This is an optimization exercise on Yosys and OpenROAD, whose aim is small area and a short achievable clock period, not a production implementation. No run shown here included a check of the RTL's function; only the layout flow was run. No activity file was given, so power comes from the tool's default toggle rates.

==> design/flow/design.v <==
module crc16_update (
    input  wire [15:0] acc_in,
    input  wire [7:0]  data,
    output wire [15:0] acc_out
);
    wire [7:0] x = acc_in[7:0] ^ data;
    wire       p = ^x;
    assign acc_out = {p,
                      p ^ x[7],
                      x[7] ^ x[6],
                      x[6] ^ x[5],
                      x[5] ^ x[4],
                      x[4] ^ x[3],
                      x[3] ^ x[2],
                      x[2] ^ x[1],
                      acc_in[15] ^ x[1] ^ x[0],
                      acc_in[14] ^ x[0],
                      acc_in[13:9],
                      acc_in[8] ^ p};
endmodule
module crc16_tfv (
    input  wire         clk,
    input  wire         rst,           
    input  wire         in_valid,
    input  wire [7:0]   in_byte,
    input  wire         lenient,       
    input  wire         td_reset,      
    input  wire         ce_valid,
    input  wire         ce_op,         
    input  wire [15:0]  ce_data,
    output wire [15:0]  acc,           
    output wire         busy,          
    output wire         fault,         
    output reg          rec_valid,
    output wire [127:0] rec_id,
    output wire [4:0]   rec_id_len,
    output wire [255:0] rec_val,
    output wire [5:0]   rec_val_len,
    output reg          tel_valid,
    output reg  [1:0]   tel_status,    
    output wire [5:0]   tel_count
);
    reg         busy_q, s_hdr, s_crlf, s_id, s_val, s_vend, s_crc;
    wire        s_wait = ~busy_q;
    reg [15:0]  acc_q;
    reg         len_eff;
    reg         corr;
    reg         fault_q;
    reg [5:0]   idb [0:15];    
    reg [4:0]   id_len;
    reg         id_fresh;      
    reg [5:0]   id_first;      
    reg         id_dirty;      
    reg [7:0]   valb [0:31];
    reg [5:0]   val_len;
    reg         crc_bad;       
    reg [2:0]   crc_len;       
    reg [5:0]   pend;
    assign acc         = acc_q;
    assign busy        = busy_q;
    assign fault       = fault_q;
    assign rec_id_len  = id_len;
    assign rec_val_len = val_len;
    assign tel_count   = pend;
    genvar g;
    generate
        for (g = 0; g < 16; g = g + 1) begin : g_id_out
            assign rec_id[8*g +: 8] = {2'b00, idb[g]};
        end
        for (g = 0; g < 32; g = g + 1) begin : g_val_out
            assign rec_val[8*g +: 8] = valb[g];
        end
    endgenerate
    wire [7:0] b = in_byte;
    wire is_ws    = (b == 8'h09) || (b == 8'h0A) || (b == 8'h0B) ||
                    (b == 8'h0C) || (b == 8'h0D) || (b == 8'h20);
    wire is_digit = (b >= 8'h30) && (b <= 8'h39);
    wire is_idch  = is_digit || (b == 8'h3A) || (b == 8'h2D) ||
                    (b == 8'h2E) || (b == 8'h2A);
    wire is_cr    = (b == 8'h0D);
    wire is_slash = (b == 8'h2F);
    wire is_bang  = (b == 8'h21);
    wire is_open  = (b == 8'h28);
    wire is_close = (b == 8'h29);
    wire is_hex   = is_digit || ((b >= 8'h41) && (b <= 8'h46));
    wire cec = ce_valid & ~td_reset;
    wire byt = in_valid & ~ce_valid & ~td_reset;
    wire [15:0] acc_p;
    wire [15:0] t_in, t_ce;
    crc16_update u_p  (.acc_in(acc_q),              .data(8'h00),        .acc_out(acc_p));
    crc16_update u_ti (.acc_in(16'h0000),           .data(in_byte),      .acc_out(t_in));
    crc16_update u_tc (.acc_in(16'h0000),           .data(ce_data[7:0]), .acc_out(t_ce));
    wire [4:0] id_cur   = id_fresh ? 5'd1 : id_len;    
    wire       id_full  = id_cur[4];
    wire       id_any   = (id_len != 5'd0);             
    wire       val_full = val_len[5];
    wire take    = in_valid & ~ce_valid;                
    wire id_oth  = ~(is_ws | is_idch | is_open);
    wire vend_oth = ~(is_ws | is_digit | is_bang | is_open);
    wire open_c  = (s_wait | s_crc) & is_slash;
    wire term_c  = s_crc & (is_cr | is_slash);
    wire commit_c = s_vend & (is_digit | is_bang);
    wire open_b  = byt & open_c;
    wire term_b  = byt & term_c;
    wire commit  = byt & commit_c;
    wire fold_c = s_hdr |
                  (s_crlf & (is_ws | is_digit)) |
                  (s_id & (len_eff | ~id_oth)) |
                  s_val |
                  (s_vend & (len_eff | ~vend_oth)) |
                  (s_crc & is_bang);
    wire wait_c = (s_wait & ~is_slash) |
                  (s_crlf & ~(is_ws | is_digit)) |
                  (s_id & ~len_eff & id_oth) |
                  (s_vend & ~len_eff & vend_oth) |
                  (s_crc & is_cr);
    wire hdr_c  = open_c | (s_hdr & ~is_cr);
    wire crlf_c = (s_hdr & is_cr) | (s_crlf & is_ws);
    wire id_c   = ((s_crlf | s_vend) & is_digit) |
                  (s_id & ~is_open & (is_ws | is_idch | (len_eff & ~is_bang)));
    wire val_c  = ((s_id | s_vend) & is_open) | (s_val & ~is_close);
    wire vend_c = (s_val & is_close) | (s_vend & (is_ws | (len_eff & vend_oth)));
    wire crc_c  = (((s_id & len_eff) | s_vend) & is_bang) |
                  (s_crc & ~(is_cr | is_slash));
    always @(posedge clk) begin
        if (rst | td_reset) begin
            busy_q <= 1'b0; s_hdr <= 1'b0; s_crlf <= 1'b0; s_id <= 1'b0;
            s_val <= 1'b0; s_vend <= 1'b0; s_crc <= 1'b0;
        end else if (take) begin
            busy_q <= ~wait_c;
            s_hdr  <= hdr_c;
            s_crlf <= crlf_c;
            s_id   <= id_c;
            s_val  <= val_c;
            s_vend <= vend_c;
            s_crc  <= crc_c;
        end
    end
    always @(posedge clk) begin
        if (rst)
            acc_q <= 16'h0000;
        else if (td_reset)
            acc_q <= acc_q;
        else if (ce_valid) begin
            if (s_wait)
                acc_q <= ce_op ? (acc_p ^ t_ce) : ce_data;
        end else if (in_valid) begin
            if (open_c)
                acc_q <= 16'h0000;
            else if (fold_c)
                acc_q <= acc_p ^ t_in;
        end
    end
    always @(posedge clk) begin
        if (open_b)
            len_eff <= lenient;
        if (s_wait | s_hdr)
            corr <= 1'b0;
        else if (byt & len_eff & ((s_id & id_oth) | (s_vend & vend_oth)))
            corr <= 1'b1;
        if (rst) begin
            fault_q   <= 1'b0;
            rec_valid <= 1'b0;
            tel_valid <= 1'b0;
        end else begin
            if (byt & ((s_id & is_idch & id_full) |
                       (s_val & ~is_close & val_full) |
                       (commit & id_any & (pend == 6'd63))))
                fault_q <= 1'b1;
            rec_valid <= commit & id_any & ~fault_q;
            tel_valid <= term_b & ~fault_q;
        end
    end
    always @(posedge clk) begin
        if (s_wait | s_hdr)
            pend <= 6'd0;
        else if (commit & id_any)
            pend <= pend + 6'd1;
    end
    wire       id_app   = byt & s_id & is_idch;
    wire       id_clr   = s_wait | s_hdr | s_crlf;
    wire       id_wipe  = id_clr | (s_id & (id_dirty | id_fresh));
    wire [5:0] id_data  = (s_id | s_crc) ? b[5:0] : 6'd0;
    wire [5:0] id_data1 = (id_clr | (s_id & id_dirty)) ? 6'd0 : id_data;
    wire [5:0] id_data2 = id_wipe ? 6'd0 : id_data;
    always @(posedge clk) begin
        if (s_crlf)
            id_len <= 5'd1;
        else if (s_id) begin
            if (id_app)
                id_len <= id_cur + 5'd1;
            else if (byt & len_eff & id_oth)
                id_len <= 5'd0;
            else
                id_len <= id_cur;
        end
        id_fresh <= commit & is_digit;
        id_dirty <= byt & s_id & len_eff & id_oth;
        if (s_vend)
            id_first <= b[5:0];
    end
    integer k;
    always @(posedge clk) begin
        if (id_wipe | (s_id & (id_cur == 5'd0)) | (s_val & (id_len == 5'd0)) |
            (s_crc & (crc_len == 3'd0)))
            idb[0] <= s_crlf ? b[5:0] : (s_id & id_fresh) ? id_first : id_data;
        if (id_wipe | (s_id & (id_cur == 5'd1)) | (s_val & (id_len == 5'd1)) |
            (s_crc & (crc_len == 3'd1)))
            idb[1] <= id_data1;
        for (k = 2; k < 16; k = k + 1)
            if (id_wipe | (s_id & (id_cur == k)) | (s_val & (id_len == k)) |
                (s_crc & (crc_len == k)))
                idb[k] <= id_data2;
    end
    wire       val_clr  = ~(s_val | s_vend);
    wire       val_app  = byt & s_val & ~is_close;
    wire [7:0] val_data = s_val ? b : 8'h00;
    always @(posedge clk) begin
        if (val_clr)
            val_len <= 6'd0;
        else if (val_app)
            val_len <= val_len + 6'd1;
        for (k = 0; k < 32; k = k + 1)
            if (val_clr | (val_len == k))
                valb[k] <= val_data;
    end
    wire crc_app = byt & s_crc & ~(is_cr | is_slash | is_bang);
    always @(posedge clk) begin
        if (~s_crc) begin
            crc_len <= 3'd0;
            crc_bad <= 1'b0;
        end else if (crc_app) begin
            if (crc_len != 3'd5)
                crc_len <= crc_len + 3'd1;
            if (~crc_len[2] & ~is_hex)
                crc_bad <= 1'b1;
        end
    end
    function [3:0] hex_nib;
        input [5:0] c;
        begin
            hex_nib = c[4] ? c[3:0] : (c[3:0] + 4'd9);
        end
    endfunction
    wire [15:0] crc_hex = {hex_nib(idb[0]), hex_nib(idb[1]), hex_nib(idb[2]), hex_nib(idb[3])};
    wire [1:0] status = corr ? 2'd2 :
                        (crc_len == 3'd0) ? 2'd0 :
                        ((crc_len == 3'd4) && !crc_bad && (crc_hex == acc_q)) ? 2'd0 : 2'd1;
    always @(posedge clk) begin
        if (term_b)
            tel_status <= status;
    end
endmodule
==> design/flow/run.sh <==
#!/bin/bash
# synth_recipe.tcl (not shown) runs the flow's synth.tcl, then flattens the netlist and writes it again
# the make line also repeats each setting of config.mk as NAME=value (left out here)
make -C /OpenROAD-flow-scripts/flow DESIGN_CONFIG=/design/flow/config.mk WORK_HOME=/design/flow/orfs CLKGATE_MAP_FILE= SYNTH_SCRIPT=/design/flow/synth_recipe.tcl finish
==> design/flow/config.mk <==
export PLATFORM = sky130hd
export DESIGN_NAME = crc16_tfv
export DESIGN_NICKNAME = crc16_tfv
export VERILOG_FILES = /design/flow/design.v
export SDC_FILE = /design/flow/constraint.sdc
export NUM_CORES = 4
export LEC_CHECK = 0
export CAP_MARGIN = 20
export CORE_MARGIN = 2
export CORE_UTILIZATION = 40
export SETUP_SLACK_MARGIN = 3.0
export SLEW_MARGIN = 20
==> design/flow/constraint.sdc <==
create_clock -name core_clock -period 5.0 [get_ports {clk}]
set_input_delay 1.0000 -clock core_clock [delete_from_list [all_inputs] [get_ports {clk}]]
set_output_delay 1.0000 -clock core_clock [all_outputs]
set_load 0.01 [all_outputs]
==> flow_summary.yaml, run 1 <==
status:
  status: "timing/DRC/antenna clean"
setup_path:
  cp.arrival_ns: 3.16
  rr_endpoint: "acc_q[13]"
  cp-end-kind: "flop"
  reg2reg_setup_slack_ns: 2.53
  crit_chain: "buf_12 -> inv_6 -> ha_4 -> a22o_1 -> a32o_2 -> o311a_4 -> or4_4 -> o221a_2 -> nor3_2"
  slowest_stage: "or4_4"
  start_kind: "primary input"
  crit_required_ns: 5.48
  critPathMaxStageDelay_ns: 0.64
  critPathKind: "in2reg"
  r2r-start: "s_crc"
  reg2reg_depth: 7
  cp_max_fo: 8
sta:
  finalHoldViolations: 0
  period_minus_slack_ns: 2.68
  min_period_over_period_pct: 53.6
  holdWs_ns: 0.523
  max_clock_freq_mhz: 373
  rsz0062_at_grt: "true"
  setup_viol: 0
  maxSlewHeadroom_pct: 32.6
  drv_slew: 0
  worst_pin_slew_ns: 1.01
  finClkSkew_ns: 0.00884
  fin_ws_ns: 2.32
  fin_tns_setup_ns: 0
power:
  vdd.ir_drop.worst_uv: 223
  seq_power_share_pct: 49.0
  p_sw_share_pct: 20.9
  clkPwrFrac_pct: 44.9
  internal-power_mw: 5.96
  p_leak_nw: 10.3
  p_comb_share_pct: 6.1
  p_per_area_nw_per_um2: 331
  power.switching_mw: 1.58
cells_and_area:
  layout-drive-gt1-share_pct: 48.1
  final_util_pct: 57.5
  syn2layout_area_growth_pct: 42.7
  n_antenna_cell: 0
  fin_cells: 2199
  fin_nets: 1710
drt:
  routed_wl_mm: 52.7
  vias: 11157
  wl_per_cell_um: 24.0
  dr.pass1.iters: 7
  vias_per_cell: 5.07
  drtIter0Drc: 768
  ant_nets: 0
  drc: 0
place:
  port_buffers: 421
  gp_congestion: 0.883
  pre_cts_ws_ns: 0.739
  place_inst: 1981
  hpwl_mm: 35.7
yosys:
  synth.most_common_cell: "edfxtp_1"
  yosys.area.top_type: "edfxtp_1"
  synth_area_um2: 15900
  synth_flop_cell: "edfxtp_1"
  synth.ff_latch_count: 411
  ys_types: 62
  synthTopCellsByArea: "edfxtp_1, dfxtp_1, xnor2_1"
  synth_warnings: 3
  synth-edff-count: 361
  avgSynthCellArea_um2: 15.3
  seq_area_frac_synth_pct: 74.3
  synth_common_cells: "edfxtp_1, nand2_1, nor2_1, xnor2_1, dfxtp_1"
  async_flop_share_pct: 0
  synth_top_area_share_pct: 68.0
  syn_inst: 1045
grt:
  grt_usage_pct: 24.9
  antenna_found_initial: 0
  overflow: 0
  grt_pass1_wl_mm: 75.7
  grt_pass1_vias: 10940
  grt_max_degree: 33
floorplan:
  design.core.area_um2: 39500
  initial_utilization_pct: 40.3
  die-area_um2: 41500
  rows: 73
  io_pins: 454
  die_h_um: 204
  fp.dieW_um: 204
min_path:
  hp-class: "reg2reg"
  holdPathStages: 2
  hp-start: "s_hdr"
  holdPathEnd: "s_crlf"
clock_tree:
  cts-htree-levels: 2
  cts_hold_buffers: 0
  cts-buffers-inserted: 43
  cts_sinks: 411
  clock_path_buffers: 3
  cts_tree: "yes"
  path_clk_slew_ns: 0.06
  root_buffer: "clkbuf_16"
  insertion_delay_ns: 0.56
flow_run:
  maxCapViolCount: 0
## layout by cell type, fill, tap and decap left out, types with 10 or more instances in the layout
cell type        instances
a21oi_1                 19
and2_1                  15
buf_2                  339
buf_4                  140
buf_6                   75
clkbuf_16               45
clkdlybuf4s50_1         16
conb_1                  32
dfxtp_1                 10
dfxtp_4                 35
edfxtp_1               361
ha_1                    26
ha_4                    11
inv_1                   20
mux2i_1                 10
nand2_1                 71
nand3_1                 11
nand4_1                 10
nor2_1                  50
nor3_1                  14
nor3_2                  10
o21ai_0                 19
o21ai_2                 15
xnor2_1                 56
xor2_1                  21
## power by group through the flow
stage | logic [mW] | registers, mW | clock network [mW]
final | 0.457 | 3.69 | 3.39
after CTS | 0.432 | 3.69 | 3.44
after floorplan | 0.249 | 3.78 | 0
after global routing | 0.486 | 3.69 | 3.59
after detailed placement | 0.340 | 3.78 | 0
after global placement | 0.342 | 3.78 | 0
## worst max-delay path by stage
| stage | start | end | slack, ns |
|---|---|---|---|
| after global routing | in_byte[1] | acc_q[11] | 2.28 |
| after global placement | in_byte[0] | acc_q[11] | 0.78 |
| after floorplan | in_byte[1] | acc_q[7] | 1.81 |
| after CTS | in_byte[4] | acc_q[11] | 2.34 |
| final | in_byte[2] | acc_q[13] | 2.32 |
| after detailed placement | in_byte[0] | acc_q[11] | 0.74 |
## per-layer routing
| layer | up-vias | GRT usage [%] | wire length (µm) |
|---|---|---|---|
| met5 | - | 0 | 0 |
| met4 | 0 | 9.36 | 1940 |
| met3 | 96 | 5.10 | 3480 |
| met2 | 421 | 42.6 | 26200 |
| met1 | 5612 | 31.2 | 21000 |
| li1 | 5028 | - | - |
## cell type report
cell class	count	area (µm²)
clock inverters	27	352
inverters	30	166
multi-input cells	568	4430
fillers	3208	16800
flip-flops and latches	411	12000
well taps	525	657
repair buffers	586	4010
clock buffers	52	1150
## logic make-up (layout without fill, tap and decap cells)
group,after synthesis,count (layout),synth area share [%]
buffers and inverters,98,695,3.22
XOR/XNOR,79,79,4.34
AO/OA/AOI/OAI,144,144,6.01
other,1,32,0.0235
adder cells (fa/ha/maj),39,39,3.06
AND/OR/NAND/NOR,258,259,8.13
multiplexers,15,15,0.965
flip-flops,411,411,74.3
## per-stage QoR
| step | total power, mW | cell area, µm² |
|---|---|---|
| floorplan | 4.03 | 16200 |
| global placement | 4.13 | 20900 |
| detailed placement | 4.12 | 20900 |
| CTS | 7.57 | 22300 |
| global route | 7.77 | 22800 |
| finish | 7.54 | 22800 |
## what timing repair did
item	CTS	global route
pin swaps	54	30
setup endpoints to repair	952	748
gates cloned	2	0
gates resized for setup	1890	73
buffers inserted	120	17
## flip-flops by register name, summed over array words and instances (netlist names), 2 cells and up
signal and cells:
valb 256, val_len 6, id_len 5, crc_len 3
tel_status 2, idb 96, acc_q 16, id_first 6
pend 6
## critical path: cells and delay by family
kind / cells / cell delay [ns]
AO/OA/AOI/OAI: 4 / 1.05
AND/OR/NAND/NOR: 2 / 0.79
buffers and inverters: 2 / 0.13
adder cells (fa/ha/maj): 1 / 0.18
==> inputs of run 2 (changes only) <==
--- a/design/flow/design.v
+++ b/design/flow/design.v
@@ -72,17 +72,25 @@
         end
     endgenerate
     wire [7:0] b = in_byte;
-    wire is_ws    = (b == 8'h09) || (b == 8'h0A) || (b == 8'h0B) ||
-                    (b == 8'h0C) || (b == 8'h0D) || (b == 8'h20);
-    wire is_digit = (b >= 8'h30) && (b <= 8'h39);
-    wire is_idch  = is_digit || (b == 8'h3A) || (b == 8'h2D) ||
-                    (b == 8'h2E) || (b == 8'h2A);
-    wire is_cr    = (b == 8'h0D);
-    wire is_slash = (b == 8'h2F);
-    wire is_bang  = (b == 8'h21);
-    wire is_open  = (b == 8'h28);
-    wire is_close = (b == 8'h29);
-    wire is_hex   = is_digit || ((b >= 8'h41) && (b <= 8'h46));
+    wire hi0      = (b[7:4] == 4'h0);
+    wire hi2      = (b[7:4] == 4'h2);
+    wire hi3      = (b[7:4] == 4'h3);
+    wire lo_le9   = ~b[3] | (~b[2] & ~b[1]);                   
+    wire is_cr    = hi0 & (b[3:0] == 4'hD);
+    wire is_ws    = (hi0 & (b[3:0] == 4'h9)) |                   
+                    (hi0 & b[3] & ~b[2] & b[1]) |                
+                    (hi0 & b[3] & b[2] & ~b[1]) |                
+                    (hi2 & (b[3:0] == 4'h0));                    
+    wire is_digit = hi3 & lo_le9;
+    wire is_idch  = (hi3 & (lo_le9 | (b[3:0] == 4'hA))) |        
+                    (hi2 & b[3] & ((~b[2] & b[1] & ~b[0]) |
+                                   (b[2] & (b[1] ^ b[0]))));    
+    wire is_slash = hi2 & (b[3:0] == 4'hF);
+    wire is_bang  = hi2 & (b[3:0] == 4'h1);
+    wire is_open  = hi2 & (b[3:0] == 4'h8);
+    wire is_close = hi2 & (b[3:0] == 4'h9);
+    wire is_hex   = is_digit |
+                    ((b[7:3] == 5'b01000) & (b[2:0] != 3'd0) & (b[2:0] != 3'd7));  
     wire cec = ce_valid & ~td_reset;
     wire byt = in_valid & ~ce_valid & ~td_reset;
     wire [15:0] acc_p;
@@ -239,7 +247,16 @@
     function [3:0] hex_nib;
         input [5:0] c;
         begin
-            hex_nib = c[4] ? c[3:0] : (c[3:0] + 4'd9);
+            if (c[4])
+                hex_nib = c[3:0];
+            else case (c[2:0])
+                3'd1: hex_nib = 4'hA;
+                3'd2: hex_nib = 4'hB;
+                3'd3: hex_nib = 4'hC;
+                3'd4: hex_nib = 4'hD;
+                3'd5: hex_nib = 4'hE;
+                default: hex_nib = 4'hF;
+            endcase
         end
     endfunction
     wire [15:0] crc_hex = {hex_nib(idb[0]), hex_nib(idb[1]), hex_nib(idb[2]), hex_nib(idb[3])};
==> run 2 against run 1 <==
Net effect: combinational power up 5.9%; total power is 1.4% lower; clock-buffer cell count shrank 2; core utilization shrank 0.97 points; setup slack gained 0.34 ns.
==> flow_summary.yaml, run 2 <==
grt:
  antenna_found_initial: 0
  grt_usage_pct: 23.1
  grt_max_degree: 33
  grt_pass1_vias: 10883
  grt_pass1_wl_mm: 71.9
  overflow: 0
yosys:
  yosys.area.top_type: "edfxtp_1"
  synth.ff_latch_count: 411
  synthTopCellsByArea: "edfxtp_1, dfxtp_1, ha_1"
  synth.most_common_cell: "edfxtp_1"
  synth-edff-count: 361
  seq_area_frac_synth_pct: 72.8
  async_flop_share_pct: 0
  synth_flop_cell: "edfxtp_1"
  synth_area_um2: 16300
  synth_top_area_share_pct: 66.6
  syn_inst: 1075
  synth_common_cells: "edfxtp_1, o21ai_0, nand2_1, nor2_1, dfxtp_1"
  ys_types: 76
  synth_warnings: 3
  avgSynthCellArea_um2: 15.1
clock_tree:
  clock_path_buffers: 3
  path_clk_slew_ns: 0.06
  cts-buffers-inserted: 43
  cts-htree-levels: 2
  insertion_delay_ns: 0.58
  cts_hold_buffers: 0
  cts_tree: "yes"
  root_buffer: "clkbuf_16"
  cts_sinks: 411
floorplan:
  io_pins: 454
  fp.dieW_um: 206
  design.core.area_um2: 39900
  die_h_um: 206
  initial_utilization_pct: 40.8
  rows: 73
  die-area_um2: 42300
cells_and_area:
  syn2layout_area_growth_pct: 38.7
  final_common_cell: "edfxtp_1"
  n_antenna_cell: 0
  largest_reg_flops: 256
  fin_nets: 1698
  fin_cells: 2189
  layout-drive-gt1-share_pct: 47.3
  largest_register: "valb"
  mostFrequentLayoutCells: "edfxtp_1, buf_2, buf_4, buf_6, nor2_1"
  top_regs: "valb x256, idb x96, acc_q x16"
setup_path:
  start_kind: "primary input"
  cp-end-kind: "flop"
  crit_family: "compound AO/OA/AOI/OAI gates"
  path_buf_inv: 2
  critPathMaxStageDelay_ns: 0.29
  cp.arrival_ns: 2.80
  critPathKind: "in2reg"
  crit_required_ns: 5.46
  crit_chain: "buf_4 -> inv_12 -> ha_4 -> nand2_4 -> or2_4 -> a41o_1 -> a41o_4 -> and3_4 -> o31a_1"
  cp_max_fo: 8
  slowest_stage: "o31a_1"
drt:
  vias: 11164
  wl_per_cell_um: 23.0
  routed_wl_mm: 50.4
  drtIter0Drc: 733
  dr.pass1.iters: 5
  vias_per_cell: 5.10
  drc: 0
  ant_nets: 0
place:
  place_inst: 2002
  port_buffers: 421
  hpwl_mm: 33.4
  gp_congestion: 0.903
  pre_cts_ws_ns: 1.16
sta:
  period_minus_slack_ns: 2.34
  max_clock_freq_mhz: 427
  finClkSkew_ns: 0.0205
  finalHoldViolations: 0
  worst_pin_slew_ns: 0.777
  drv_slew: 0
  setup_viol: 0
  min_period_over_period_pct: 46.8
  rsz0062_at_grt: "true"
  fin_ws_ns: 2.66
  maxSlewHeadroom_pct: 47.9
  fin_tns_setup_ns: 0
flow_run:
  maxCapViolCount: 0
status:
  status: "timing/DRC/antenna clean"
power:
  vdd.ir_drop.worst_uv: 282
  p_per_area_nw_per_um2: 329
  p_leak_nw: 10.3
min_path:
  hp-class: "reg2reg"
run 2: cell types whose count changed after synthesis, sizes merged, moves of 8 or more:
cell | previous run | this run
nor4 | 12 | 4
a221oi | 12 | 2
a31oi | 10 | 19
o21ai | 43 | 68
nand2 | 74 | 52
inv | 30 | 43
nor3 | 27 | 7
a211oi | 6 | 15
xnor2 | 58 | 41
buf | 38 | 48
run 2: what timing repair did:
item | in CTS | in global routing
cloned | 1 | 0
hold endpoints to repair | 0 | 0
setup endpoints to repair | 853 | 674
buffers inserted | 87 | 23
resized for setup | 1841 | 91
pin swaps | 46 | 34
run 2: final timing paths:
check / startpoint / depth (start not counted) / endpoint / slack, ns
worst min register to register: crc_bad / 1 / crc_bad / 0.48
worst min-delay path: crc_bad / 1 / crc_bad / 0.48
worst max-delay path: in_byte[7] / 9 / acc_q[0] / 2.66
worst max register to register: idb[3][1] / 8 / tel_status[0] / 2.81
run 2: metal layers:
metal  GRT usage, %  wire, µm  up-vias  part of all wire [%]
met5              0         0        -                     0
met4           5.37      1140        0                   2.3
met3           5.96      4370       75                   8.7
met2           39.0     24700      496                    49
met1           30.0     20200     5506                    40
li1               -         -     5087                     -
run 2: worst register-to-register path, stage by stage, from the launching register on:
cell and delay, ns:
edfxtp_1 0.42, buf_4 0.18, inv_1 0.09, ha_4 0.22
o21ai_2 0.12, a21oi_1 0.07, or4_1 0.52, nor4_1 0.18
a31oi_1 0.14
run 2: where the power goes:
part | internal, mW | switching, mW
Combinational | 0.245 | 0.239
Clock | 1.91 | 1.35
Sequential | 3.68 | 0.0123
Total | 5.83 | 1.60
run 2: through the flow:
step / hold WS, ns / cell area [µm²] / util [%] / power (mW)
2_1_floorplan: 0.433 / 16700 / - / 4.06
3_3_place_gp: 0.452 / 21200 / 53.2 / 4.15
3_5_place_dp: 0.463 / 21200 / 53.2 / 4.15
4_1_cts: 0.477 / 22100 / 55.3 / 7.46
5_1_grt: 0.498 / 22600 / 56.6 / 7.66
6_report: 0.475 / 22600 / 56.6 / 7.43
run 2: cell families after synthesis:
logic type	Yosys count	synth area share (%)
buffers and inverters	121	3.97
flip-flops	411	72.8
AND/OR/NAND/NOR	229	7.32
AO/OA/AOI/OAI	200	8.43
multiplexers	13	0.830
XOR/XNOR	66	4.04
adder cells (fa/ha/maj)	34	2.61
other	1	0.0230
run 2: cell type report:
class / instances / area (µm²)
tap: 525 / 657
clock buffer: 50 / 1100
sequential: 411 / 12000
clock inverter: 26 / 334
inverter: 44 / 205
timing repair buffer: 558 / 3740
multi-input combinational: 575 / 4570
fill: 3303 / 17300
==> inputs of run 3 (changes only) <==
--- a/design/flow/config.mk
+++ b/design/flow/config.mk
@@ -8,5 +8,5 @@
 export CAP_MARGIN = 20
 export CORE_MARGIN = 2
 export CORE_UTILIZATION = 40
-export SETUP_SLACK_MARGIN = 3.0
+export SETUP_SLACK_MARGIN = 2.5
 export SLEW_MARGIN = 20
==> run 3 against run 2 <==
Net effect: non-clock buffer count down 85; total power down 0.48%; cell area up 2.2%; die area unchanged; first-iteration DRC count unchanged; worst hold slack better by 0.026 ns; register-to-register slack worse by 0.20 ns.
==> flow_summary.yaml, run 3 <==
status:
  status: "timing/DRC/antenna clean"
sta:
  setup_viol: 0
  rsz0062_at_grt: "false"
  fin_ws_ns: 2.54
  finalHoldViolations: 0
  fin_tns_setup_ns: 0
  period_minus_slack_ns: 2.46
  worst_pin_slew_ns: 1.10
  min_period_over_period_pct: 49.2
  maxSlewHeadroom_pct: 25.9
  max_clock_freq_mhz: 407
  drv_slew: 0
  finClkSkew_ns: 0.0203
min_path:
  holdPathEnd: "crc_bad"
  hp-start: "crc_bad"
  hp-class: "reg2reg"
  holdPathStages: 1
yosys:
  synthTopCellsByArea: "edfxtp_1, dfxtp_1, ha_1"
  synth_top_area_share_pct: 66.6
  synth_flop_cell: "edfxtp_1"
  synth.ff_latch_count: 411
  synth.most_common_cell: "edfxtp_1"
  syn_inst: 1075
  ys_types: 76
  synth_common_cells: "edfxtp_1, o21ai_0, nand2_1, nor2_1, dfxtp_1"
  synth_warnings: 3
  avgSynthCellArea_um2: 15.1
  seq_area_frac_synth_pct: 72.8
  synth-edff-count: 361
  synth_area_um2: 16300
  async_flop_share_pct: 0
  yosys.area.top_type: "edfxtp_1"
floorplan:
  fp.dieW_um: 206
  design.core.area_um2: 39900
  rows: 73
  die_h_um: 206
  initial_utilization_pct: 40.8
  io_pins: 454
  die-area_um2: 42300
drt:
  routed_wl_mm: 48.2
  top_layer: "met4"
  wl_met2_mm: 23.7
  vias: 10698
  vias_per_cell: 5.08
  dr.pass1.iters: 6
  ant_nets: 0
  m1WireLength_mm: 19.4
  met3_length_mm: 3.98
  wl_per_cell_um: 22.9
  drc: 0
  drtIter0Drc: 733
setup_path:
  rr_endpoint: "idb[11][3]"
  slowest_stage: "clkdlybuf4s50_1"
  critPathMaxStageDelay_ns: 0.57
  cp-end-kind: "output port"
  crit_family: "buffers and inverters"
  cp.arrival_ns: 1.46
  path_buf_inv: 1
  critPathKind: "reg2out"
  crit_chain: "clkdlybuf4s50_1"
  cp_max_fo: 1
  crit_required_ns: 4.00
  reg2reg_setup_slack_ns: 2.61
  reg2reg_depth: 5
  r2r-start: "s_id"
  start_kind: "flop"
clock_tree:
  insertion_delay_ns: 0.58
  cts-buffers-inserted: 42
  path_clk_slew_ns: 0.06
  cts-htree-levels: 2
  cts_tree: "yes"
  clock_path_buffers: 3
  cts_hold_buffers: 0
  cts_sinks: 411
  root_buffer: "clkbuf_16"
cells_and_area:
  largest_register: "valb"
  final_common_cell: "edfxtp_1"
  layout-drive-gt1-share_pct: 14.5
  fin_cells: 2107
  fillCellCount: 3206
  multi_input_area_um2: 4220
  syn2layout_area_growth_pct: 41.8
  seq_area_um2: 11900
  top_regs: "valb x256, idb x96, acc_q x16"
  fin_nets: 1612
  mostFrequentLayoutCells: "edfxtp_1, clkdlybuf4s50_1, dlygate4sd2_1, dlymetal6s2s_1, buf_4"
  largest_reg_flops: 256
power:
  vdd.ir_drop.worst_uv: 305
  p_leak_nw: 11.2
  p_per_area_nw_per_um2: 321
place:
  hpwl_mm: 33.3
  port_buffers: 421
  pre_cts_ws_ns: 1.09
  gp_congestion: 0.885
  place_inst: 1996
grt:
  antenna_found_initial: 1
  grt_max_degree: 33
  grt_pass1_wl_mm: 69.0
  overflow: 0
  grt_usage_pct: 22.2
  grt_pass1_vias: 10419
flow_run:
  maxCapViolCount: 0
## run 3: cell counts after synthesis
Identical to the previous run, type by type.
## run 3: worst max path at each step
stage,end,cells after the start,slack [ns],from
floorplan,acc_q[0],9,2.20,in_byte[2]
finish,rec_val[11],1,2.54,valb[1][3]
global placement,acc_q[15],9,1.14,in_byte[1]
global route,idb[10][3],5,2.46,s_id
detailed placement,acc_q[13],9,1.09,in_byte[1]
CTS,idb[8][2],5,2.42,s_id
## run 3: timing repair
action | in CTS | in global routing
setup endpoints to repair | 310 | 272
resized for setup | 205 | 138
buffers inserted | 25 | 6
pin swaps | 8 | 11
gates cloned | 1 | 0
## run 3: stage by stage
step	total power, mW	area (µm²)	utilization, %	hold slack [ns]
after floorplan	4.06	16600	-	0.433
after global placement	4.15	21100	52.9	0.480
after detailed placement	4.15	21100	52.9	0.472
after CTS	7.45	22700	56.8	0.492
after global routing	7.63	23100	57.8	0.518
final	7.40	23100	57.8	0.501
## run 3: power by group
| group | switching [mW] | total, mW | internal, mW | leakage [nW] |
|---|---|---|---|---|
| Clock | 1.33 | 3.30 | 1.97 | 0.720 |
| Sequential | 0.0206 | 3.71 | 3.69 | 4.84 |
| Combinational | 0.197 | 0.389 | 0.192 | 5.64 |
## run 3: cell families after synthesis
| group | count (synthesis) | synth area share, % |
|---|---|---|
| DFF | 411 | 72.8 |
| buffers and inverters | 121 | 3.97 |
| muxes | 13 | 0.830 |
| AOI/OAI and AO/OA | 200 | 8.43 |
| and+or+nand+nor | 229 | 7.32 |
| xor gates and xnor gates | 66 | 4.04 |
| adders and majority gates | 34 | 2.61 |
| other | 1 | 0.0230 |
## run 3: final cells by class
class | instances | share of cell area [%]
clock inverters | 31 | 1.70
inverters | 44 | 0.770
flip-flops and latches | 411 | 51.5
clock buffers | 47 | 4.64
multi-input cells | 575 | 18.3
diodes | 1 | 0.0108
well taps | 525 | 2.85
repair buffers | 473 | 20.3
## run 3: routing by layer
metal | vias to the layer above | track usage, %
met2 | 460 | 37.5
met4 | 0 | 5.94
li1 | 4915 | -
met1 | 5270 | 28.2
met5 | - | 0
met3 | 53 | 6.07
==> inputs of run 4 (changes only) <==
--- a/design/flow/config.mk
+++ b/design/flow/config.mk
@@ -7,6 +7,8 @@
 export LEC_CHECK = 0
 export CAP_MARGIN = 20
 export CORE_MARGIN = 2
-export CORE_UTILIZATION = 40
-export SETUP_SLACK_MARGIN = 2.5
+export CORE_UTILIZATION = 60
+export CTS_BUF_LIST = sky130_fd_sc_hd__clkbuf_8
+export CTS_CLUSTER_SIZE = 20
+export SETUP_SLACK_MARGIN = 3.0
 export SLEW_MARGIN = 20
==> run 4 against run 3 <==
Net effect: still clean on timing, DRC and antenna; wire length increased by 16%; via count rose by 17%; clock-buffer cell count grew 15; clock power down 22%; synthesized cell count unchanged; sequential power about the same; critical endpoint is now rec_id[20]; largest cell class unchanged.
==> flow_summary.yaml, run 4 <==
power:
  p_leak_nw: 10.4
  vdd.ir_drop.worst_uv: 262
  p_per_area_nw_per_um2: 302
sta:
  max_clock_freq_mhz: 438
  rsz0062_at_grt: "true"
  drv_slew: 0
  finClkSkew_ns: 0.0220
  fin_tns_setup_ns: 0
  finalHoldViolations: 0
  maxSlewHeadroom_pct: 43.0
  period_minus_slack_ns: 2.29
  min_period_over_period_pct: 45.7
  worst_pin_slew_ns: 0.856
  holdWs_ns: 0.503
  setup_viol: 0
cells_and_area:
  final_common_cell: "edfxtp_1"
  largest_register: "valb"
  top_regs: "valb x256, idb x96, acc_q x16"
  fin_cells: 2045
  fin_nets: 1719
  mostFrequentLayoutCells: "edfxtp_1, buf_2, buf_4, buf_6, clkbuf_8"
  fin_area_um2: 22500
  n_antenna_cell: 0
  syn2layout_area_growth_pct: 38.3
  layout-drive-gt1-share_pct: 48.7
  largest_reg_flops: 256
floorplan:
  initial_utilization_pct: 60.7
  io_pins: 454
  rows: 60
  fp.dieW_um: 169
  die-area_um2: 28500
  design.core.area_um2: 26800
  die_h_um: 169
grt:
  grt_pass1_vias: 11841
  antenna_found_initial: 0
  overflow: 0
  grt_max_degree: 33
  grt_usage_pct: 37.5
  grt_pass1_wl_mm: 79.0
yosys:
  synth_area_um2: 16300
  synth.most_common_cell: "edfxtp_1"
  synth.ff_latch_count: 411
  syn_inst: 1075
  yosys.area.top_type: "edfxtp_1"
  ys_types: 76
  synth_common_cells: "edfxtp_1, o21ai_0, nand2_1, nor2_1, dfxtp_1"
  synth_top_area_share_pct: 66.6
  seq_area_frac_synth_pct: 72.8
  synth-edff-count: 361
  synth_flop_cell: "edfxtp_1"
  synthTopCellsByArea: "edfxtp_1, dfxtp_1, ha_1"
  synth_warnings: 3
  avgSynthCellArea_um2: 15.1
  async_flop_share_pct: 0
clock_tree:
  root_buffer: "clkbuf_8"
  cts_sinks: 411
  cts_tree: "yes"
  path_clk_slew_ns: 0.07
  cts-htree-levels: 2
  insertion_delay_ns: 0.61
  clock_path_buffers: 3
  cts-buffers-inserted: 60
  cts_hold_buffers: 0
drt:
  vias: 12474
  drtIter0Drc: 1419
  ant_nets: 0
  drc: 0
  dr.pass1.iters: 6
  routed_wl_mm: 55.7
  vias_per_cell: 6.10
  wl_per_cell_um: 27.3
setup_path:
  critPathKind: "reg2out"
  crit_chain: "buf_2"
  cp.arrival_ns: 1.29
  slowest_stage: "edfxtp_1"
  cp_max_fo: 2
  path_buf_inv: 1
  critPathMaxStageDelay_ns: 0.49
  cp-end-kind: "output port"
  start_kind: "flop"
  crit_required_ns: 4.00
  crit_family: "flip-flops"
place:
  hpwl_mm: 34.2
  place_inst: 1801
  gp_congestion: 0.939
  placed_area_um2: 20900
  port_buffers: 421
min_path:
  hp-class: "reg2reg"
status:
  status: "timing/DRC/antenna clean"
flow_run:
  maxCapViolCount: 0
run 4: through the flow:
| stage | worst slack, ns | power (mW) | util, % |
|---|---|---|---|
| finish | 2.71 | 6.80 | 84.0 |
| global route | 2.66 | 6.97 | 84.0 |
| CTS | 2.68 | 6.76 | 81.8 |
| detailed placement | 1.13 | 4.15 | 77.9 |
| global placement | 1.22 | 4.15 | 77.8 |
| floorplan | 2.20 | 4.06 | - |
run 4: cell families after synthesis:
logic type / synth area share, %
other: 0.0230
AND/OR/NAND/NOR: 7.32
buffers and inverters: 3.97
XOR/XNOR: 4.04
flip-flops: 72.8
adder cells (fa/ha/maj): 2.61
AO/OA/AOI/OAI: 8.43
multiplexers: 0.830
run 4: what timing repair did:
action,in CTS,in global routing
pin swaps,44,63
setup buffers,104,25
endpoints found under the setup margin,1043,707
resized for setup,1967,100
cloned,3,0
run 4: layer usage:
layer | vias up | wire length (µm) | global-route usage (%)
met4 | 0 | 2860 | 15.4
met5 | - | 0 | 0
met1 | 6205 | 18900 | 45.2
li1 | 5142 | - | -
met3 | 207 | 5140 | 7.90
met2 | 920 | 28800 | 66.3
run 4: worst paths after layout:
check            start  slack [ns]             to  cells after the start
max          idb[2][4]        2.71     rec_id[20]                      1
min reg2reg       corr        0.50  tel_status[1]                      0
min               corr        0.50  tel_status[1]                      0
max reg2reg  idb[2][4]        2.72  tel_status[0]                      7
run 4: final cells by class:
cell class / instances / area (µm²)
flip-flops and latches: 411 / 12000
well taps: 341 / 427
repair buffers: 561 / 4000
clock buffers: 62 / 853
clock inverters: 50 / 284
fillers: 1329 / 4300
inverters: 44 / 225
multi-input cells: 576 / 4750
run 4: power by group:
part	switching, mW	leakage, nW	internal [mW]	total, mW
logic	0.256	4.82	0.274	0.530
registers	0.0115	4.86	3.68	3.69
clock network	1.28	0.678	1.31	2.58
==> inputs of run 5 (changes only) <==
--- a/design/flow/config.mk
+++ b/design/flow/config.mk
@@ -8,7 +8,7 @@
 export CAP_MARGIN = 20
 export CORE_MARGIN = 2
 export CORE_UTILIZATION = 60
-export CTS_BUF_LIST = sky130_fd_sc_hd__clkbuf_8
-export CTS_CLUSTER_SIZE = 20
+export CTS_CLUSTER_DIAMETER = 100
+export CTS_CLUSTER_SIZE = 30
 export SETUP_SLACK_MARGIN = 3.0
 export SLEW_MARGIN = 20
==> run 5 against run 4 <==
Net effect: clock-buffer cell count fell by 34; non-clock buffer count rose by 15; die area did not move; worst hold slack improved by 0.015 ns; sequential share of layout area rose by 1.5 points; cell area fell by 2.7%; critical endpoint is now acc_q[2]; largest cell class unchanged.
==> flow_summary.yaml, run 5 <==
yosys:
  synth_warnings: 3
  ys_types: 76
  seq_area_frac_synth_pct: 72.8
  synth_common_cells: "edfxtp_1, o21ai_0, nand2_1, nor2_1, dfxtp_1"
  synth_area_um2: 16300
  async_flop_share_pct: 0
  yosys.area.top_type: "edfxtp_1"
  synth.ff_latch_count: 411
  syn_inst: 1075
  synth_top_area_share_pct: 66.6
  synth.most_common_cell: "edfxtp_1"
  synth_flop_cell: "edfxtp_1"
  synthTopCellsByArea: "edfxtp_1, dfxtp_1, ha_1"
  avgSynthCellArea_um2: 15.1
  synth-edff-count: 361
setup_path:
  cp-endpoint: "acc_q[2]"
  startpoint: "in_byte[2]"
  start_kind: "primary input"
  cp.arrival_ns: 2.81
  reg2reg_depth: 8
  crit_required_ns: 5.44
  rr_endpoint: "tel_status[0]"
  critPathKind: "in2reg"
  r2r-start: "idb[3][2]"
  cp_max_fo: 5
  reg2reg_setup_slack_ns: 2.66
  cp-end-kind: "flop"
cells_and_area:
  syn2layout_area_growth_pct: 34.5
  layout-drive-gt1-share_pct: 47.2
  multi_input_area_um2: 4670
  mostFrequentLayoutCells: "edfxtp_1, buf_2, buf_4, buf_6, nor2_1"
  largest_reg_flops: 256
  largest_register: "valb"
  final_common_cell: "edfxtp_1"
  top_regs: "valb x256, idb x96, acc_q x16"
  fin_nets: 1694
  seq_area_um2: 12000
  fillCellCount: 1450
  n_antenna_cell: 0
clock_tree:
  path_clk_slew_ns: 0.12
  insertion_delay_ns: 0.54
  cts_sinks: 411
  clock_path_buffers: 3
  cts-htree-levels: 1
  cts-buffers-inserted: 18
  root_buffer: "clkbuf_16"
  cts_tree: "yes"
grt:
  grt_pass1_vias: 11373
  grt_pass1_wl_mm: 75.1
  overflow: 0
  antenna_found_initial: 0
  grt_max_degree: 33
  grt_usage_pct: 35.6
status:
  status: "timing/DRC/antenna clean"
sta:
  finalHoldViolations: 0
  min_period_over_period_pct: 47.4
  drv_slew: 0
  maxSlewHeadroom_pct: 44.1
  max_clock_freq_mhz: 422
  fin_tns_setup_ns: 0
  rsz0062_at_grt: "true"
  period_minus_slack_ns: 2.37
  setup_viol: 0
  worst_pin_slew_ns: 0.833
  finClkSkew_ns: 0.0476
drt:
  dr.pass1.iters: 7
  wl_per_cell_um: 27.2
  vias: 12199
  drtIter0Drc: 1536
  ant_nets: 0
  routed_wl_mm: 53.9
  vias_per_cell: 6.15
  drc: 0
place:
  gp_congestion: 0.939
  port_buffers: 421
  hpwl_mm: 34.2
floorplan:
  initial_utilization_pct: 60.7
  design.core.area_um2: 26800
  io_pins: 454
  die-area_um2: 28500
  die_h_um: 169
  fp.dieW_um: 169
  rows: 60
power:
  p_per_area_nw_per_um2: 274
  p_leak_nw: 9.99
  vdd.ir_drop.worst_uv: 273
  p_total_mw: 6.00
flow_run:
  maxCapViolCount: 0
min_path:
  hp-class: "reg2reg"
run 5: metal layers:
layer	global-route usage (%)	vias to the layer above	wire length [µm]
li1	-	5059	-
met3	5.54	202	4810
met1	44.8	6054	18700
met5	0	-	0
met4	15.7	0	3170
met2	61.8	884	27200
run 5: cell families after synthesis:
kind of cell	count (synthesis)	synth area share (%)
xor+xnor	66	4.04
fa+ha+maj	34	2.61
flops	411	72.8
simple gates	229	7.32
buf+inv	121	3.97
compound gates	200	8.43
mux	13	0.830
other cells	1	0.0230
run 5: area by class of cell:
| class | instances | share of cell area [%] |
|---|---|---|
| clock buffer | 28 | 2.23 |
| sequential | 411 | 54.7 |
| multi-input combinational | 578 | 21.3 |
| clock inverter | 4 | 0.389 |
| inverter | 44 | 0.989 |
| timing repair buffer | 576 | 18.4 |
| tap | 341 | 1.95 |
run 5: metrics by stage:
step           area [µm²]  setup WS (ns)  util [%]  cells  hold WS (ns)
2_1_floorplan       16700           2.20         -   1106         0.433
3_3_place_gp        20900           1.22      77.8   1800         0.447
3_5_place_dp        20900           1.13      77.9   1801         0.472
4_1_cts             21200           2.73      79.1   1942         0.515
5_1_grt             21900           2.63      81.7   1982         0.531
6_report            21900           2.63      81.7   1982         0.518
run 5: critical path, cell delays in order:
cell      delay [ns]
buf_12          0.11
buf_4           0.15
ha_1            0.20
and4_4          0.20
a21oi_2         0.30
a21o_1          0.24
a22o_1          0.27
a31oi_2         0.07
a211oi_2        0.26
run 5: where the power goes:
group	leakage (nW)	switching, mW	total (mW)	internal [mW]
combinational	4.86	0.249	0.506	0.256
clock	0.271	1.05	1.81	0.760
sequential	4.86	0.0113	3.68	3.67
total	9.99	1.31	6.00	4.69
run 5: worst min-delay path by stage:
stage	slack (ns)	start	depth (start not counted)	end
6_report	0.52	corr	0	tel_status[1]
5_1_grt	0.53	corr	0	tel_status[1]
4_1_cts	0.52	corr	0	tel_status[1]
3_5_place_dp	0.47	crc_bad	1	crc_bad
3_3_place_gp	0.45	crc_bad	1	crc_bad
2_1_floorplan	0.43	corr	0	tel_status[1]
run 5: what timing repair did:
action	4_1_cts	5_1_grt
setup buffers	107	37
pin swaps	48	41
hold endpoints to repair	0	0
endpoints found under the setup margin	1051	631
hold buffers	0	0
resized for setup	1928	86
cloned	2	3
==> inputs of run 6 (changes only) <==
--- a/design/flow/design.v
+++ b/design/flow/design.v
@@ -83,8 +83,9 @@
                     (hi2 & (b[3:0] == 4'h0));                    
     wire is_digit = hi3 & lo_le9;
     wire is_idch  = (hi3 & (lo_le9 | (b[3:0] == 4'hA))) |        
-                    (hi2 & b[3] & ((~b[2] & b[1] & ~b[0]) |
-                                   (b[2] & (b[1] ^ b[0]))));    
+                    (hi2 & (b[3:0] == 4'hA)) |                   
+                    (hi2 & (b[3:0] == 4'hD)) |                   
+                    (hi2 & (b[3:0] == 4'hE));                    
     wire is_slash = hi2 & (b[3:0] == 4'hF);
     wire is_bang  = hi2 & (b[3:0] == 4'h1);
     wire is_open  = hi2 & (b[3:0] == 4'h8);
@@ -94,10 +95,10 @@
     wire cec = ce_valid & ~td_reset;
     wire byt = in_valid & ~ce_valid & ~td_reset;
     wire [15:0] acc_p;
-    wire [15:0] t_in, t_ce;
-    crc16_update u_p  (.acc_in(acc_q),              .data(8'h00),        .acc_out(acc_p));
-    crc16_update u_ti (.acc_in(16'h0000),           .data(in_byte),      .acc_out(t_in));
-    crc16_update u_tc (.acc_in(16'h0000),           .data(ce_data[7:0]), .acc_out(t_ce));
+    wire [15:0] t_d;
+    wire [7:0]  fold_byte = ce_valid ? ce_data[7:0] : in_byte;
+    crc16_update u_p (.acc_in(acc_q),    .data(8'h00),     .acc_out(acc_p));
+    crc16_update u_t (.acc_in(16'h0000), .data(fold_byte), .acc_out(t_d));
     wire [4:0] id_cur   = id_fresh ? 5'd1 : id_len;    
     wire       id_full  = id_cur[4];
     wire       id_any   = (id_len != 5'd0);             
@@ -111,12 +112,15 @@
     wire open_b  = byt & open_c;
     wire term_b  = byt & term_c;
     wire commit  = byt & commit_c;
-    wire fold_c = s_hdr |
-                  (s_crlf & (is_ws | is_digit)) |
-                  (s_id & (len_eff | ~id_oth)) |
-                  s_val |
-                  (s_vend & (len_eff | ~vend_oth)) |
-                  (s_crc & is_bang);
+    wire fold_e  = s_hdr | s_val | ((s_id | s_vend) & len_eff);
+    wire st_ws   = s_crlf | s_id | s_vend;    
+    wire st_open = s_id | s_vend;             
+    wire st_bang = s_vend | s_crc;            
+    wire fold_c = fold_e |
+                  ((is_ws | is_digit) & st_ws) |
+                  (is_idch & s_id) |
+                  (is_open & st_open) |
+                  (is_bang & st_bang);
     wire wait_c = (s_wait & ~is_slash) |
                   (s_crlf & ~(is_ws | is_digit)) |
                   (s_id & ~len_eff & id_oth) |
@@ -144,20 +148,16 @@
             s_crc  <= crc_c;
         end
     end
-    always @(posedge clk) begin
-        if (rst)
-            acc_q <= 16'h0000;
-        else if (td_reset)
-            acc_q <= acc_q;
-        else if (ce_valid) begin
-            if (s_wait)
-                acc_q <= ce_op ? (acc_p ^ t_ce) : ce_data;
-        end else if (in_valid) begin
-            if (open_c)
-                acc_q <= 16'h0000;
-            else if (fold_c)
-                acc_q <= acc_p ^ t_in;
-        end
+    wire tk      = ~rst & ~td_reset;
+    wire sel_cel = tk & ce_valid & s_wait & ~ce_op;
+    wire sel_cef = tk & ce_valid & s_wait & ce_op;
+    wire sel_b   = tk & ~ce_valid & in_valid;
+    wire sel_fold = sel_b & fold_c;
+    wire sel_hold = ~rst & (td_reset | (~(ce_valid & s_wait) & ~(sel_b & (fold_c | open_c))));
+    always @(posedge clk) begin
+        acc_q <= ({16{sel_fold | sel_cef}} & (acc_p ^ t_d)) |
+                 ({16{sel_cel}}  & ce_data) |
+                 ({16{sel_hold}} & acc_q);
     end
     always @(posedge clk) begin
         if (open_b)
--- a/design/flow/config.mk
+++ b/design/flow/config.mk
@@ -7,8 +7,6 @@
 export LEC_CHECK = 0
 export CAP_MARGIN = 20
 export CORE_MARGIN = 2
-export CORE_UTILIZATION = 60
-export CTS_CLUSTER_DIAMETER = 100
-export CTS_CLUSTER_SIZE = 30
+export CORE_UTILIZATION = 40
 export SETUP_SLACK_MARGIN = 3.0
 export SLEW_MARGIN = 20
==> run 6 against run 5 <==
Net effect: combinational power is 31% lower; synthesized cell count is 5.4% lower; via count is 11% lower; global-route usage down 12 points; sequential share of layout area down 1.1 points; wire length fell by 4.8%; total power up 21%; fmax is 0.86% higher; critical path type unchanged.
==> flow_summary.yaml, run 6 <==
status:
  status: "timing/DRC/antenna clean"
drt:
  vias: 10880
  routed_wl_mm: 51.3
  drtIter0Drc: 731
  wl_per_cell_um: 23.9
  drc: 0
  vias_per_cell: 5.07
  dr.pass1.iters: 5
  ant_nets: 0
power:
  p_comb_share_pct: 4.8
  vdd.ir_drop.worst_uv: 253
  p_sw_share_pct: 20.6
  internal-power_mw: 5.77
  p_per_area_nw_per_um2: 325
  seq_power_share_pct: 50.7
  p_leak_nw: 10.2
  p_total_mw: 7.27
  power.switching_mw: 1.49
  clkPwrFrac_pct: 44.4
place:
  hpwl_mm: 34.3
  gp_congestion: 0.887
  placed_area_um2: 20600
  port_buffers: 421
  place_inst: 1932
  pre_cts_ws_ns: 1.05
min_path:
  holdPathEnd: "crc_bad"
  hp-class: "reg2reg"
  holdPathStages: 1
  hp-start: "crc_bad"
cells_and_area:
  fin_cells: 2147
  fin_area_um2: 22300
  syn2layout_area_growth_pct: 41.4
  multi_input_area_um2: 4240
  final_util_pct: 57.6
  largest_reg_flops: 256
  seq_area_um2: 12000
  fin_nets: 1643
  n_antenna_cell: 0
  top_regs: "valb x256, idb x96, acc_q x16"
  layout-drive-gt1-share_pct: 47.6
  final_common_cell: "edfxtp_1"
  largest_register: "valb"
  mostFrequentLayoutCells: "edfxtp_1, buf_2, buf_4, buf_6, nand2_1"
  fillCellCount: 3144
setup_path:
  slowest_stage: "a22o_4"
  r2r-start: "idb[3][1]"
  path_buf_inv: 5
  crit_required_ns: 5.43
  cp_max_fo: 7
  reg2reg_depth: 10
  start_kind: "primary input"
  crit_family: "compound AO/OA/AOI/OAI gates"
  crit_chain: "buf_16 -> clkinvlp_4 -> a21oi_2 -> a22o_4 -> buf_12 -> nor4_4 -> buf_6 -> buf_6 -> o21ai_1 -> a221o_1"
  rr_endpoint: "tel_status[0]"
  cp_common_cell: "buf_6"
  cp.arrival_ns: 2.78
  reg2reg_setup_slack_ns: 2.96
  critPathKind: "in2reg"
  critPathMaxStageDelay_ns: 0.32
  cp-end-kind: "flop"
floorplan:
  rows: 72
  design.core.area_um2: 38800
  die-area_um2: 41100
  die_h_um: 203
  fp.dieW_um: 203
  initial_utilization_pct: 40.7
  io_pins: 454
sta:
  min_period_over_period_pct: 47.0
  finClkSkew_ns: 0.0241
  setup_viol: 0
  maxSlewHeadroom_pct: 31.0
  holdWs_ns: 0.461
  worst_pin_slew_ns: 1.04
  fin_tns_setup_ns: 0
  fin_ws_ns: 2.65
  rsz0062_at_grt: "true"
  period_minus_slack_ns: 2.35
  max_clock_freq_mhz: 426
  drv_slew: 0
  finalHoldViolations: 0
yosys:
  synth_flop_cell: "edfxtp_1"
  ys_types: 66
  async_flop_share_pct: 0
  synth-edff-count: 361
  synth_top_family_by_area: "simple AND/OR/NAND/NOR gates"
  synth_top_area_share_pct: 68.6
  avgSynthCellArea_um2: 15.5
  yosys.area.top_type: "edfxtp_1"
  synthAdderAreaFrac_pct: 1.42
  syn_inst: 1017
  synth.ff_latch_count: 411
  synth_compound_area_share_pct: 7.63
  synth.most_common_cell: "edfxtp_1"
  synthTopCellsByArea: "edfxtp_1, dfxtp_1, xnor2_1"
  synthXorXnorAreaFrac_pct: 3.59
  synthMuxAreaShare_pct: 1.14
  synth_common_cells: "edfxtp_1, nand2_1, nor2_1, dfxtp_1, o21ai_0"
  synth_warnings: 3
  synth-simple-area-share_pct: 8.17
  synth_area_um2: 15800
  seq_area_frac_synth_pct: 74.9
clock_tree:
  cts_hold_buffers: 0
  insertion_delay_ns: 0.56
  cts_sinks: 411
  root_buffer: "clkbuf_16"
  path_clk_slew_ns: 0.06
  cts-buffers-inserted: 43
  clock_path_buffers: 3
  cts_tree: "yes"
  cts-htree-levels: 2
grt:
  gr-usage-met3_pct: 6.10
  grt_pass1_wl_mm: 72.7
  grt_usage_pct: 24.0
  overflow: 0
  antenna_found_initial: 0
  grt_pass1_vias: 10840
  grt_max_degree: 34
  top_usage_layer: "met2"
  grt.met2_usage_pct: 41.5
  grt_use_met1_pct: 28.9
flow_run:
  maxCapViolCount: 0
-- run 6: cells by family (layout without fill, tap and decap cells) --
| logic type | count (synthesis) | in the layout |
|---|---|---|
| XOR/XNOR | 64 | 64 |
| buffers and inverters | 91 | 670 |
| multiplexers | 18 | 18 |
| AO/OA/AOI/OAI | 169 | 169 |
| AND/OR/NAND/NOR | 245 | 247 |
| other | 1 | 32 |
| adder cells (fa/ha/maj) | 18 | 18 |
| flip-flops | 411 | 411 |
-- run 6: layout make-up --
type / count / share of cell area (%)
sequential: 411 / 53.6
inverter: 24 / 0.476
tap: 518 / 2.90
timing repair buffer: 566 / 17.7
clock inverter: 26 / 1.28
clock buffer: 54 / 5.10
multi-input combinational: 548 / 19.0
-- run 6: worst max-delay path by stage --
stage	startpoint	end	slack [ns]	cells after the start
final	in_byte[0]	id_len[0]	2.65	10
after global routing	ce_data[2]	acc_q[0]	2.66	8
after CTS	in_byte[3]	acc_q[10]	2.78	9
after detailed placement	in_byte[0]	acc_q[0]	1.05	8
after global placement	in_byte[5]	acc_q[14]	1.08	8
after floorplan	in_byte[1]	acc_q[0]	2.31	7
-- run 6: timing repair --
action	4_1_cts	5_1_grt
endpoints found under the setup margin	1115	645
resized for setup	1896	109
cloned	2	1
pin swaps	48	63
buffers inserted	111	21
-- run 6: worst reg2reg max path: cells and delay by family (launching register included) --
| family | cells | cell delay (ns) |
|---|---|---|
| DFF | 1 | 0.40 |
| buffers and inverters | 3 | 0.35 |
| xor gates and xnor gates | 1 | 0.16 |
| adders and majority gates | 1 | 0.22 |
| AOI/OAI and AO/OA | 4 | 0.47 |
| and+or+nand+nor | 1 | 0.20 |
-- run 6: power by group through the flow --
| stage | clock, mW | combinational [mW] | sequential [mW] |
|---|---|---|---|
| 3_5_place_dp | 0 | 0.261 | 3.78 |
| 5_1_grt | 3.43 | 0.368 | 3.69 |
| 4_1_cts | 3.30 | 0.332 | 3.69 |
| 3_3_place_gp | 0 | 0.260 | 3.78 |
| 6_report | 3.23 | 0.350 | 3.69 |
| 2_1_floorplan | 0 | 0.189 | 3.78 |
-- run 6: routing by layer --
layer,part of all wire (%),up-vias
met5,0,-
met4,3.2,0
met3,8.4,94
met2,51,479
met1,38,5404
li1,-,4903
==> inputs of run 7 (changes only) <==
--- a/design/flow/config.mk
+++ b/design/flow/config.mk
@@ -10,3 +10,4 @@
 export CORE_UTILIZATION = 40
 export SETUP_SLACK_MARGIN = 3.0
 export SLEW_MARGIN = 20
+export TNS_END_PERCENT = 5
==> run 7 against run 6 <==
Net effect: critical path type unchanged; sequential share of layout area down 1.2 points; total power up 0.59%; core utilization up 1.0 points; flip-flop and latch count unchanged; clock power up 1%; cell area up 1.7%; fmax down 2.2%; non-clock buffer count down 46; die area unchanged; clock skew up 0.0027 ns; worst hold slack better by 0.0058 ns; register-to-register slack worse by 0.18 ns; largest cell class unchanged.
==> flow_summary.yaml, run 7 <==
sta:
  fin_tns_setup_ns: 0
  finClkSkew_ns: 0.0267
  worst_pin_slew_ns: 0.885
  rsz0062_at_grt: "true"
  period_minus_slack_ns: 2.40
  min_period_over_period_pct: 48.0
  finalHoldViolations: 0
  setup_viol: 0
  maxSlewHeadroom_pct: 40.9
  fin_ws_ns: 2.60
  max_clock_freq_mhz: 416
  drv_slew: 0
floorplan:
  die-area_um2: 41100
  fp.dieW_um: 203
  rows: 72
  design.core.area_um2: 38800
  initial_utilization_pct: 40.7
  die_h_um: 203
  io_pins: 454
clock_tree:
  cts_sinks: 411
  clock_path_buffers: 3
  cts-buffers-inserted: 43
  cts_hold_buffers: 0
  cts_tree: "yes"
  root_buffer: "clkbuf_16"
  insertion_delay_ns: 0.55
  path_clk_slew_ns: 0.06
  cts-htree-levels: 2
setup_path:
  critPathKind: "in2reg"
  cp_max_fo: 8
  cp-end-kind: "flop"
  start_kind: "primary input"
  crit_required_ns: 5.44
  cp.arrival_ns: 2.84
status:
  status: "timing/DRC/antenna clean"
grt:
  antenna_found_initial: 0
  grt_pass1_vias: 10468
  grt_usage_pct: 23.4
  overflow: 0
  grt_max_degree: 33
  grt_pass1_wl_mm: 71.1
place:
  gp_congestion: 0.883
  place_inst: 1946
  hpwl_mm: 34.1
  port_buffers: 421
  pre_cts_ws_ns: 1.13
drt:
  wl_per_cell_um: 23.2
  vias_per_cell: 5.09
  drtIter0Drc: 873
  drc: 0
  dr.pass1.iters: 5
  routed_wl_mm: 48.7
  ant_nets: 0
  vias: 10685
power:
  p_per_area_nw_per_um2: 322
  p_total_mw: 7.31
  p_leak_nw: 10.9
  vdd.ir_drop.worst_uv: 219
cells_and_area:
  fin_cells: 2101
  layout-drive-gt1-share_pct: 19.0
  syn2layout_area_growth_pct: 43.8
  fin_nets: 1597
  largest_register: "valb"
  final_common_cell: "dlygate4sd2_1"
  largest_reg_flops: 256
  n_antenna_cell: 0
  mostFrequentLayoutCells: "dlygate4sd2_1, edfxtp_1, buf_4, nand2_1, nor2_1"
  top_regs: "valb x256, idb x96, acc_q x16"
  fillCellCount: 3229
min_path:
  hp-class: "reg2reg"
flow_run:
  maxCapViolCount: 0
yosys:
  synthTopCellsByArea: "edfxtp_1, dfxtp_1, xnor2_1"
  synth_common_cells: "edfxtp_1, nand2_1, nor2_1, dfxtp_1, o21ai_0"
  synth-edff-count: 361
  synth_warnings: 3
  synth_area_um2: 15800
  syn_inst: 1017
  synth.ff_latch_count: 411
  avgSynthCellArea_um2: 15.5
  synth.most_common_cell: "edfxtp_1"
  synth_top_area_share_pct: 68.6
  ys_types: 66
  async_flop_share_pct: 0
  yosys.area.top_type: "edfxtp_1"
  seq_area_frac_synth_pct: 74.9
  synth_flop_cell: "edfxtp_1"
## run 7: metrics by stage
stage | hold WS, ns | cell area (µm²) | utilization, %
floorplan | 0.431 | 15900 | -
global placement | 0.452 | 20600 | 53.1
detailed placement | 0.450 | 20600 | 53.1
CTS | 0.464 | 22600 | 58.3
global route | 0.501 | 22700 | 58.5
finish | 0.467 | 22700 | 58.5
## run 7: final cells by class
cell class | instances | area [µm²] | share of cell area [%]
Clock buffer | 46 | 1090 | 4.78
Clock inverter | 34 | 368 | 1.62
Inverter | 24 | 93.8 | 0.413
Multi-Input combinational cell | 548 | 4020 | 17.7
Sequential cell | 411 | 11900 | 52.3
Tap cell | 518 | 648 | 2.85
Timing Repair Buffer | 520 | 4610 | 20.3
## run 7: power breakdown
group / switching (mW) / internal, mW / total, mW
clock network: 1.32 / 1.95 / 3.27
registers: 0.0230 / 3.69 / 3.71
logic: 0.167 / 0.164 / 0.331
total: 1.51 / 5.80 / 7.31
## run 7: path summary, 6_finish.rpt
check	startpoint	endpoint	slack, ns	depth (start not counted)
setup / recovery	in_byte[3]	acc_q[14]	2.60	9
hold / removal	crc_bad	crc_bad	0.47	1
setup reg to reg	idb[3][1]	tel_status[0]	2.78	9
hold reg to reg	crc_bad	crc_bad	0.47	1
## run 7: worst max-delay path, cell delays in order
cell      delay, ns
buf_6          0.09
buf_6          0.12
or4b_4         0.53
o31ai_4        0.09
a22o_4         0.19
o32ai_4        0.11
nand4_1        0.17
o311ai_4       0.18
a221o_1        0.35
## run 7: routing by layer
| layer | GRT usage (%) | up-vias | part of all wire, % |
|---|---|---|---|
| met2 | 39.9 | 527 | 50 |
| met3 | 5.54 | 96 | 8.0 |
| met5 | 0 | - | 0 |
| met4 | 8.37 | 0 | 3.4 |
| met1 | 29.1 | 5239 | 39 |
| li1 | - | 4823 | - |
## run 7: cell families (layout without fill, tap and decap cells)
group | count (synthesis) | after routing | synth area share, %
buf+inv | 91 | 624 | 3.10
flops | 411 | 411 | 74.9
xor+xnor | 64 | 64 | 3.59
other cells | 1 | 32 | 0.0237
compound gates | 169 | 170 | 7.63
mux | 18 | 18 | 1.14
fa+ha+maj | 18 | 18 | 1.42
simple gates | 245 | 246 | 8.17
## run 7: repair_timing
action | 4_1_cts | 5_1_grt
endpoints found under the setup margin | 885 | 827
hold endpoints to repair | 0 | 0
pin swaps | 50 | 4
resized for setup | 633 | 18
gates cloned | 4 | 0
setup buffers | 69 | 2

-- static timing again, ports no longer ideal --
In the flow no input, the clock included, has a driving cell. The finished layouts below were timed again as built, in two steps. Step 1, drivers: a clkbuf_16 drives clk and a buf_2 each remaining input, both assumed. Step 2 times the ports against the registers' clock, not the clock port: input delays grow and output delays shrink by t, the midpoint of the rising clock arrivals with the driver on. Three values: ideal ports, drivers, drivers and shift; two values: the first two.
run | t (ns) | slack for setup (ns) | worst hold slack (ns) | latest minus earliest clock arrival (ns)
run 1 | 0.611 | 2.322 / 2.307 / 1.696 | 0.523 / 0.523 / 0.523 | 0.010 / 0.010
run 2 | 0.617 | 2.659 / 2.664 / 2.047 | 0.475 / 0.475 / 0.475 | 0.025 / 0.024
run 3 | 0.617 | 2.540 / 2.490 / 1.939 | 0.501 / 0.501 / 0.501 | 0.022 / 0.022
run 4 | 0.643 | 2.715 / 2.668 / 2.111 | 0.503 / 0.503 / 0.503 | 0.026 / 0.026
run 5 | 0.566 | 2.632 / 2.626 / 2.060 | 0.518 / 0.518 / 0.518 | 0.055 / 0.055
run 6 | 0.604 | 2.652 / 2.645 / 2.041 | 0.461 / 0.461 / 0.461 | 0.025 / 0.026
run 7 | 0.595 | 2.598 / 2.618 / 2.024 | 0.467 / 0.467 / 0.467 | 0.028 / 0.027
After both steps every run listed still meets setup and hold. The setup slack of run 1, which loses most, moves by -0.015 ns with the drivers and by -0.626 ns with both steps.
